What follows belongs to an exercise in optimizing a design on an open flow for small area; a production flow would make more cautious choices.
No run shown here included a check of the RTL's function; only the layout flow was run.
Power is estimated from default activity; no workload was simulated.

<file path="flow/standard.sh">
#!/bin/bash
# synth_recipe.tcl (not shown) runs the flow's synth.tcl, then flattens the netlist and writes it again
# the make line also repeats each setting of config.mk as NAME=value (left out here)
make -C /OpenROAD-flow-scripts/flow DESIGN_CONFIG=/design/flow/config.mk WORK_HOME=/design/flow/orfs CLKGATE_MAP_FILE= SYNTH_SCRIPT=/design/flow/synth_recipe.tcl "${@:-finish}"
</file>
<file path="flow/config.mk">
export PLATFORM = sky130hd
export DESIGN_NAME = mhu
export DESIGN_NICKNAME = mhu
export VERILOG_FILES = /design/flow/design.v
export SDC_FILE = /design/flow/constraint.sdc
export NUM_CORES = 4
export LEC_CHECK = 0
export CAP_MARGIN = 20
export CORE_MARGIN = 2
export CORE_UTILIZATION = 55
export SLEW_MARGIN = 20
</file>
<file path="flow/flow/regs.py">
# Compare the registers (instance name and cell type, drive strength aside) of two netlists.
import re, sys
def regs(path):
    out = set()
    for m in re.finditer(r'^\s*(sky130_fd_sc_hd__(\w+?))_\d+\s+(\S+)\s*\(', open(path).read(), re.M):
        if re.match(r'(e?df|sdf|dl)', m.group(2)):
            out.add((m.group(2), m.group(3)))
    return out
a, b = regs(sys.argv[1]), regs(sys.argv[2])
print(f"{len(a)} registers in the standard netlist, {len(b)} in the other; equal: {a == b}")
sys.exit(0 if a == b and a else 1)
</file>
<file path="flow/constraint.sdc">
create_clock -name core_clock -period 6.0 [get_ports {clk}]
set_input_delay 1.2000 -clock core_clock [delete_from_list [all_inputs] [get_ports {clk}]]
set_output_delay 1.2000 -clock core_clock [all_outputs]
set_load 0.01 [all_outputs]
</file>
<file path="flow/flow/run.sh">
#!/bin/bash
# Layout flow: the standard synthesis re-run with an area-oriented ABC mapping
# (same registers, checked against the standard synthesis), every port buffered
# by buf_1, ABC buffers removed, and a clock tree without dummy loads.
set -euo pipefail
W=$PWD
R=$W/orfs/results/$FLOW_PLATFORM/mhu/base
RA=$W/orfs_alt/results/$FLOW_PLATFORM/mhu/base
export BUFFER_PORTS_ARGS="-buffer_cell sky130_fd_sc_hd__buf_1"
export REMOVE_ABC_BUFFERS=1
export CTS_ARGS="-sink_clustering_enable -repair_clock_nets -dont_use_dummy_load -sink_clustering_size 20 -sink_clustering_max_diameter 60 -buf_list {sky130_fd_sc_hd__clkbuf_4 sky130_fd_sc_hd__clkbuf_8}"

# 1. the standard synthesis
bash standard.sh synth > synth_standard.log 2>&1
cp $R/1_2_yosys.v synth_standard.v

# 2. the same synthesis script with another ABC mapping script
sed 's|log_cmd abc {\*}$abc_args|log_cmd abc -script '"$W"'/flow/abc_amap.script {*}[lrange $abc_args 2 end]|' \
    $FLOW_HOME/scripts/synth.tcl > alt_synth_core.tcl
sed "s|source \$::env(SCRIPTS_DIR)/synth.tcl|source $W/alt_synth_core.tcl|" synth_recipe.tcl > alt_synth.tcl
cmd=$(grep '^make ' standard.sh | sed -e "s|WORK_HOME=[^ ]*|WORK_HOME=$W/orfs_alt|" \
      -e "s|SYNTH_SCRIPT=[^ ]*|SYNTH_SCRIPT=$W/alt_synth.tcl|" -e 's|"\${@:-finish}"|synth|')
if grep -q abc_amap alt_synth_core.tcl && grep -q alt_synth_core alt_synth.tcl \
   && eval "$cmd" > synth_alt.log 2>&1 \
   && python3 flow/regs.py synth_standard.v $RA/1_2_yosys.v > regs_check.log 2>&1; then
  cp $RA/1_2_yosys.v $R/1_2_yosys.v
  touch $R/1_2_yosys.v
  echo "using the area-mapped netlist" >> regs_check.log
fi

# 3. the rest of the standard layout
bash standard.sh > layout.log 2>&1
</file>
<file path="flow/design.v">
module mhu (
    input  wire        clk,
    input  wire        rst,               
    input  wire        cfg_we,
    input  wire [15:0] cfg_wdata,
    output wire [15:0] cfg_rdata,
    input  wire        in_valid,
    input  wire [7:0]  in_data,
    input  wire        in_last,
    output wire        in_ready,
    output wire        hdr_valid,
    output wire [2:0]  hdr_type,
    output wire [12:0] hdr_length,
    output wire        hdr_is_data,
    output wire        aux_valid,
    output wire        aux_is_seq,
    output wire [15:0] aux_value,
    output wire        aux_known,
    output wire        sse_strobe,
    output wire        body_valid,
    output wire [7:0]  body_data,
    output wire        smp_valid,
    output wire [31:0] smp_data,
    output wire        done_valid,
    output wire [1:0]  done_status,
    output wire        done_is_data,
    output wire [2:0]  done_type,
    output wire [12:0] done_length,
    output wire [15:0] done_item,
    output wire [15:0] done_seq,
    output wire        done_seq_present,
    output wire        done_sse
);
    reg [15:0] cfg_bitwidth;    
    reg [7:0]  hlo, hhi;        
    reg [7:0]  alo, ahi;        
    reg [7:0]  acc0, acc1, acc2;  
    reg [2:0]  st;
    reg        lg;              
    reg [1:0]  gm;              
    assign cfg_rdata = cfg_bitwidth;
    assign in_ready  = 1'b1;
    wire beat = in_valid & ~rst;
    wire p0   = (st == 3'd0);
    wire p1   = (st == 3'd1);
    wire p2   = (st == 3'd2);
    wire p3   = (st == 3'd3);
    wire pb   = st[2];
    wire [1:0] gidx = st[1:0];
    wire [1:0] gnext = gidx + 2'd1;
    wire full = (gnext == gm);
    wire cfg_legal = (cfg_bitwidth[15:6] == 10'd0) && (cfg_bitwidth[2:0] == 3'd0) &&
                     (cfg_bitwidth[5] ? (cfg_bitwidth[4:3] == 2'd0) : (cfg_bitwidth[4:3] != 2'd0));
    always @(posedge clk) begin
        if (rst)
            cfg_bitwidth <= 16'd0;
        else if (cfg_we)
            cfg_bitwidth <= cfg_wdata;
        if (rst)
            st <= 3'd0;
        else if (in_valid) begin
            if (in_last)
                st <= 3'd0;
            else if (!pb)
                st <= st + 3'd1;
            else
                st <= {1'b1, full ? 2'd0 : gnext};
        end
        if (in_valid) begin
            if (p0) begin
                hlo <= in_data;
                lg  <= cfg_legal;
                gm  <= cfg_bitwidth[4:3];
            end
            if (p1) hhi <= in_data;
            if (p2) alo <= in_data;
            if (p3) ahi <= in_data;
            if (gidx == 2'd0) acc0 <= in_data;
            if (gidx == 2'd1) acc1 <= in_data;
            if (gidx == 2'd2) acc2 <= in_data;
        end
    end
    wire cls   = p1 ? in_data[7] : hhi[7];           
    wire [7:0] vhi = p3 ? in_data : ahi;             
    wire lo_known = (alo == 8'h00) || (alo == 8'h18) || (alo == 8'h20) ||
                    (alo == 8'h44) || (alo == 8'h8A) || (alo == 8'hB8);
    wire known = lo_known && (vhi == 8'd0);
    wire px    = p3 | pb;                            
    assign hdr_valid   = beat & p1;
    assign hdr_type    = in_data[7:5];
    assign hdr_length  = {in_data[4:0], hlo};
    assign hdr_is_data = in_data[7];
    assign aux_valid   = beat & p3;
    assign aux_is_seq  = hhi[7];
    assign aux_value   = {in_data, alo};
    assign aux_known   = hhi[7] | known;
    assign sse_strobe  = beat & p1 & in_data[7] & ~lg;
    assign body_valid  = beat & pb & (hhi[7] | known);
    assign body_data   = in_data;
    assign smp_valid   = beat & pb & hhi[7] & lg & full;
    assign smp_data[7:0]   = (gidx == 2'd0) ? in_data : acc0;
    assign smp_data[15:8]  = (gidx == 2'd1) ? in_data : (gidx[1] ? acc1 : 8'd0);
    assign smp_data[23:16] = (gidx == 2'd2) ? in_data : ((gidx == 2'd3) ? acc2 : 8'd0);
    assign smp_data[31:24] = (gidx == 2'd3) ? in_data : 8'd0;
    wire isctl_ok = ~cls & px & known;
    wire ok       = ~p0 & (cls | (px & known));
    wire [7:0] hcur = p1 ? in_data : hhi;
    assign done_valid       = beat & in_last;
    assign done_status[0]   = p0 | (~cls & (p1 | p2));
    assign done_status[1]   = ~p0 & ~cls & px & ~known;
    assign done_is_data     = ~p0 & cls;
    assign done_type        = ok ? hcur[7:5] : 3'd0;
    assign done_length      = ok ? {hcur[4:0], hlo} : 13'd0;
    assign done_item        = isctl_ok ? {vhi, alo} : 16'd0;
    assign done_seq         = (cls & px) ? {vhi, alo} : 16'd0;
    assign done_seq_present = cls & px;
    assign done_sse         = ~p0 & cls & ~lg;
endmodule
</file>
<file path="flow/flow/abc_amap.script">
strash
dch -f
amap
</file>
==> results of run 1 <==
-- registers in the layout (all words and copies together) (netlist names) --
| name | count |
|---|---|
| acc0 | 8 |
| acc1 | 8 |
| alo | 8 |
| st | 3 |
| hlo | 8 |
| lg | 1 |
| hhi | 8 |
| acc2 | 8 |
| ahi | 8 |
| cfg_bitwidth | 16 |
| gm | 2 |
-- repair_timing --
item | CTS | global route
setup buffers | 0 | 0
endpoints found under the setup margin | 0 | 17
resized for setup | 0 | 1
-- path summary, 6_finish.rpt --
check / to / from / slack [ns] / cells after the start
setup reg to reg: hhi[7] / st[1] / 2.84 / 7
setup / recovery: done_length[0] / st[1] / 0.64 / 11
hold / removal: gm[0] / cfg_bitwidth[3] / 0.51 / 0
hold reg to reg: gm[0] / cfg_bitwidth[3] / 0.51 / 0
-- worst reg2reg max path, cell delays in order (launching register included) --
cell      delay (ns)
dfxtp_1         0.43
clkinv_1        0.11
ha_1            0.17
clkinv_1        0.40
nor2_1          0.64
clkinv_1        0.44
o22ai_1         0.45
clkinv_1        0.22
-- area by class of cell --
| type | instances | area, um^2 |
|---|---|---|
| inverter | 50 | 188 |
| fill | 548 | 2080 |
| clock buffer | 9 | 124 |
| multi-input combinational | 205 | 1120 |
| tap | 77 | 96.3 |
| timing repair buffer | 173 | 664 |
| sequential | 78 | 2150 |
-- where the power goes --
group / internal, mW / switching, mW / leakage, nW
sequential: 0.612 / 0.0145 / 0.715
clock: 0.134 / 0.164 / 0.0647
combinational: 0.0428 / 0.0993 / 0.683
-- layer usage --
metal	vias up	wire, um	track usage
li1	1549	-	-
met1	1498	4190	0.353
met2	165	4590	0.414
met3	24	788	0.0472
met4	0	274	0.123
met5	-	0	0
==> results.sh, run 1 <==
export IMPL_grt_pass1_wl_um=14600
export IMPL_postLayoutCellArea_mm2=0.00435
export IMPL_crit_required_ns=4.80
export IMPL_holdWs_ns=0.506
export IMPL_setup_viol=0
export IMPL_crit_buf_inv=4
export IMPL_finalNonFillerCells=592
export IMPL_ctsHoldBuffers=0
export IMPL_crit_family="simple AND/OR/NAND/NOR gates"
export IMPL_hold_violations=0
export IMPL_first_global_vias=2820
export IMPL_setup_ws_ns=0.640
export IMPL_cts_buffers=9
export IMPL_grt_overflow=0
export IMPL_final_nets=550
export IMPL_cp_max_fo=13
export IMPL_syn_inst=361
export IMPL_grtUsageTotal=0.262
export IMPL_path_cells="ha_1 -> clkinv_1 -> nor2_2 -> clkinv_1 -> o22ai_1 -> nand4_1 -> nor3_1 -> a31oi_1 -> buf_4 -> nor2b_1 -> buf_1"
export IMPL_path_class="register to output port"
export IMPL_yosysWarnings=1
export IMPL_critPathArrivalTime_ns=4.16
export IMPL_cts_clk_slew_worst_paths_ns=0.08
export IMPL_num_vias=3236
export IMPL_dpl_cell_area_mm2=0.00421
export IMPL_syn_avg_cell_area_um2=10.2
export IMPL_cp_common_cell="clkinv_1"
export IMPL_max_cap_viol_count=0
export IMPL_io_buffers=169
export IMPL_final_cell_mix="buf_1 (169), nor2_1 (63), edfxtp_1 (59), clkinv_1 (50), a21oi_1 (28)"
export IMPL_ant_nets=0
export IMPL_tightestPinTransition_ns=1.03
export IMPL_vdd_drop_max_mv=0.159
export IMPL_num_io_pins=180
export IMPL_p_leak_nw=1.46
export IMPL_dp_hpwl_um=7180
export IMPL_root_buffer="clkbuf_8"
export IMPL_via_per_inst=5.47
export IMPL_die_y_um=86.0
export IMPL_power_density_mw_per_mm2=246
export IMPL_area_growth_pct=17.6
export IMPL_clock_skew_ns=0.0189
export IMPL_maxSlewHeadroom=0.309
export IMPL_holdCritPathClass="register to register"
export IMPL_cts_tree="done"
export IMPL_dieArea_mm2=0.00739
export IMPL_cp_slowest_cell="dfxtp_1"
export IMPL_dr_first_iter_drc_count=182
export IMPL_cts_path_max_buffers=2
export IMPL_post_place_cells=583
export IMPL_core_mm2=0.00642
export IMPL_place_congestion=0.874
export IMPL_slew_viol_final=0
export IMPL_syn_area_mm2=0.00369
export IMPL_grt_antenna_before_repair=0
export IMPL_p_total_mw=1.07
export IMPL_wl_um=9850
export IMPL_slowest_delay_ns=0.55
export IMPL_fin_setup_tns_ns=0
export IMPL_layout_commonest_cell="buf_1"
export IMPL_htreeDepth=3
export IMPL_drc=0
export IMPL_dpl_worst_slack_ns=0.833
export IMPL_finalCritPeriodShare=0.893
export IMPL_period_minus_slack_ns=5.36
export IMPL_antenna_cells=0
export IMPL_drive_gt1_frac=0.0291
export IMPL_insertion_delay_ns=0.35
export IMPL_outcome="finished clean"
export IMPL_worstSetupEndpointType="output port"
export IMPL_num_rows=29
export IMPL_cts_sinks=78
export IMPL_cp_start_kind="register"
export IMPL_start_util=0.575
export IMPL_dr_pass1_iters=5
export IMPL_fp_dieW_um=86.0
export IMPL_rsz0062_at_grt="no"
export IMPL_fin_util=0.677
export IMPL_fmax_ghz=0.187
export IMPL_avgRoutedWirePerCell_um=16.6
export IMPL_grt_max_degree=20
==> run 2: changes to the inputs <==
--- a/flow/flow/run.sh
+++ b/flow/flow/run.sh
@@ -8,7 +8,7 @@
 RA=$W/orfs_alt/results/$FLOW_PLATFORM/mhu/base
 export BUFFER_PORTS_ARGS="-buffer_cell sky130_fd_sc_hd__buf_1"
 export REMOVE_ABC_BUFFERS=1
-export CTS_ARGS="-sink_clustering_enable -repair_clock_nets -dont_use_dummy_load -sink_clustering_size 20 -sink_clustering_max_diameter 60 -buf_list {sky130_fd_sc_hd__clkbuf_4 sky130_fd_sc_hd__clkbuf_8}"
+export CTS_ARGS="-sink_clustering_enable -repair_clock_nets -dont_use_dummy_load -sink_clustering_size 80 -sink_clustering_max_diameter 500 -buf_list sky130_fd_sc_hd__clkbuf_16 -root_buf sky130_fd_sc_hd__clkbuf_16"
 
 # 1. the standard synthesis
 bash standard.sh synth > synth_standard.log 2>&1
==> run 2 against run 1 <==
Net effect: clock power is 48% higher; sequential power hardly changed; area after synthesis unchanged; still clean on timing, DRC and antenna; wire length is essentially flat; count of clock-buffer cells in the layout did not move; fmax is 0.15% higher; die area unchanged; via count decreased by 0.65%; sequential cell count unchanged; highest routed layer unchanged; register-to-register slack hardly changed; sequential share of layout area fell by 1.1 points.
==> results.sh, run 2 <==
export IMPL_min_from="cfg_bitwidth[3]"
export IMPL_drc=0
export IMPL_fp_dieW_um=86.0
export IMPL_die_y_um=86.0
export IMPL_final_cell_mix="buf_1 (169), nor2_1 (63), edfxtp_1 (59), clkinv_1 (50), a21oi_1 (28)"
export IMPL_setup_ws_ns=0.648
export IMPL_worst_r2r_path_depth=7
export IMPL_syn_area_mm2=0.00369
export IMPL_slew_viol_final=0
export IMPL_dp_hpwl_um=7180
export IMPL_post_place_cells=583
export IMPL_dpl_cell_area_mm2=0.00421
export IMPL_ctsHoldBuffers=0
export IMPL_hold_violations=0
export IMPL_yosysWarnings=1
export IMPL_maxSlewHeadroom=0.294
export IMPL_post_cts_setup_buffers=0
export IMPL_max_cap_viol_count=0
export IMPL_clock_skew_ns=0.0142
export IMPL_hold_depth=0
export IMPL_rsz0062_at_grt="no"
export IMPL_swShare=0.242
export IMPL_intPower_mw=0.919
export IMPL_first_global_vias=2818
export IMPL_crit_required_ns=4.80
export IMPL_root_buffer="clkbuf_16"
export IMPL_p_sw_mw=0.293
export IMPL_place_congestion=0.874
export IMPL_drive_gt1_frac=0.0291
export IMPL_combPwrFrac=0.117
export IMPL_fin_setup_tns_ns=0
export IMPL_r2r_end="hhi[7]"
export IMPL_cts_sinks=78
export IMPL_htreeDepth=3
export IMPL_holdCritPathClass="register to register"
export IMPL_cp_max_fo=13
export IMPL_tightestPinTransition_ns=1.06
export IMPL_cts_path_max_buffers=2
export IMPL_ant_nets=0
export IMPL_area_growth_pct=20.4
export IMPL_grt_overflow=0
export IMPL_wl_um=9850
export IMPL_regMostFlops="cfg_bitwidth"
export IMPL_timing_rr_start="st[1]"
export IMPL_period_minus_slack_ns=5.35
export IMPL_finalCritPeriodShare=0.892
export IMPL_cp_start_kind="register"
export IMPL_p_leak_nw=1.51
export IMPL_io_buffers=169
export IMPL_cp_slowest_cell="dfxtp_1"
export IMPL_path_class="register to output port"
export IMPL_holdWs_ns=0.505
export IMPL_crit_family="simple AND/OR/NAND/NOR gates"
export IMPL_grt_pass1_wl_um=14600
export IMPL_layout_commonest_cell="buf_1"
export IMPL_slowest_delay_ns=0.55
export IMPL_outcome="finished clean"
export IMPL_grt_antenna_before_repair=0
export IMPL_final_nets=550
export IMPL_vdd_drop_max_mv=0.190
export IMPL_syn_inst=361
export IMPL_start_util=0.575
export IMPL_fin_util=0.692
export IMPL_num_vias=3215
export IMPL_min_to="gm[0]"
export IMPL_crit_buf_inv=4
export IMPL_finalNonFillerCells=592
export IMPL_num_io_pins=180
export IMPL_fmax_ghz=0.187
export IMPL_dpl_worst_slack_ns=0.833
export IMPL_num_rows=29
export IMPL_n_fill_cell=527
export IMPL_antenna_cells=0
export IMPL_dr_pass1_iters=5
export IMPL_path_cells="ha_1 -> clkinv_1 -> nor2_2 -> clkinv_1 -> o22ai_1 -> nand4_1 -> nor3_1 -> a31oi_1 -> buf_4 -> nor2b_1 -> buf_1"
export IMPL_pwr_share_clk=0.365
export IMPL_insertion_delay_ns=0.33
export IMPL_power_density_mw_per_mm2=273
export IMPL_rrSetupSlack_ns=2.84
export IMPL_cts_buffers=9
export IMPL_via_per_inst=5.43
export IMPL_grtUsageTotal=0.264
export IMPL_dr_first_iter_drc_count=169
export IMPL_p_total_mw=1.21
export IMPL_worstSetupEndpointType="output port"
export IMPL_cts_tree="done"
export IMPL_avgRoutedWirePerCell_um=16.6
export IMPL_setup_viol=0
export IMPL_dieArea_mm2=0.00739
export IMPL_syn_avg_cell_area_um2=10.2
export IMPL_cp_common_cell="clkinv_1"
export IMPL_largest_reg_flops=16
export IMPL_postLayoutCellArea_mm2=0.00445
export IMPL_sequentialPowerShare=0.518
export IMPL_critPathArrivalTime_ns=4.15
export IMPL_grt_max_degree=20
export IMPL_core_mm2=0.00642
export IMPL_cts_clk_slew_worst_paths_ns=0.06
-- run 2: worst reg2reg max path: cells and delay by family, from the launching register on --
family / cells / cell delay, ns
and+or+nand+nor: 1 / 0.65
buffers and inverters: 4 / 1.15
DFF: 1 / 0.43
adders and majority gates: 1 / 0.17
AOI/OAI and AO/OA: 1 / 0.46
-- run 2: worst max-delay path by stage --
stage / startpoint / endpoint / slack (ns) / cells after the start
after floorplan: st[1] / done_length[0] / 1.70 / 9
after global placement: st[1] / done_length[6] / 1.20 / 11
after detailed placement: st[1] / done_length[0] / 0.83 / 11
after CTS: st[1] / done_length[0] / 0.45 / 11
after global routing: st[1] / done_length[4] / 0.18 / 11
final: st[1] / done_length[0] / 0.65 / 11
-- run 2: layout make-up --
| type | instances | area, um^2 | share of cell area |
|---|---|---|---|
| flip-flops and latches | 78 | 2150 | 0.484 |
| multi-input cells | 205 | 1120 | 0.252 |
| repair buffers | 173 | 664 | 0.149 |
| clock buffers | 9 | 225 | 0.0506 |
| inverters | 50 | 188 | 0.0422 |
| well taps | 77 | 96.3 | 0.0217 |
-- run 2: timing repair --
| item | CTS | global route |
|---|---|---|
| endpoints found under the setup margin | 0 | 13 |
| hold endpoints to repair | 0 | 0 |
| gates resized for setup | 0 | 1 |
-- run 2: power groups by stage --
stage               Sequential [mW]  Clock [mW]  Combinational (mW)
global placement              0.638           0               0.140
CTS                           0.628       0.447               0.143
detailed placement            0.638           0               0.141
global route                  0.631       0.477               0.157
floorplan                     0.641           0              0.0657
finish                        0.628       0.442               0.142
-- run 2: layer usage --
layer  GRT usage  routed length (um)
met4      0.0967                 148
met3      0.0683                 771
met2       0.413                4740
met1       0.356                4190
met5           0                   0

-- separate check: timing with driven ports --
How much do the figures lean on ideal ports? The routed layouts below were timed once more, with nothing changed but the port constraints. Step 1 sets driving cells, clkbuf_16 on the clock port and buf_2 on the other inputs (assumed; they add their load-dependent delay and slew). Step 2, shift: input delay + t, output delay - t, t = (earliest + latest rising clock arrival at the registers) / 2. This alone moves slack from input paths to output paths. a / b / c = ideal / step 1 / step 2; a / b = the first two.
run | t, ns | setup WS [ns] | slew at the worst register clock pin (ns) | pins driven straight from the clock port
run 1 | 0.369 | 0.640 / 0.607 / 0.977 | 0.08 / 0.08 | 1
run 2 | 0.357 | 0.648 / 0.610 / 0.967 | 0.06 / 0.06 | 1
After both steps every run listed still meets setup and hold.
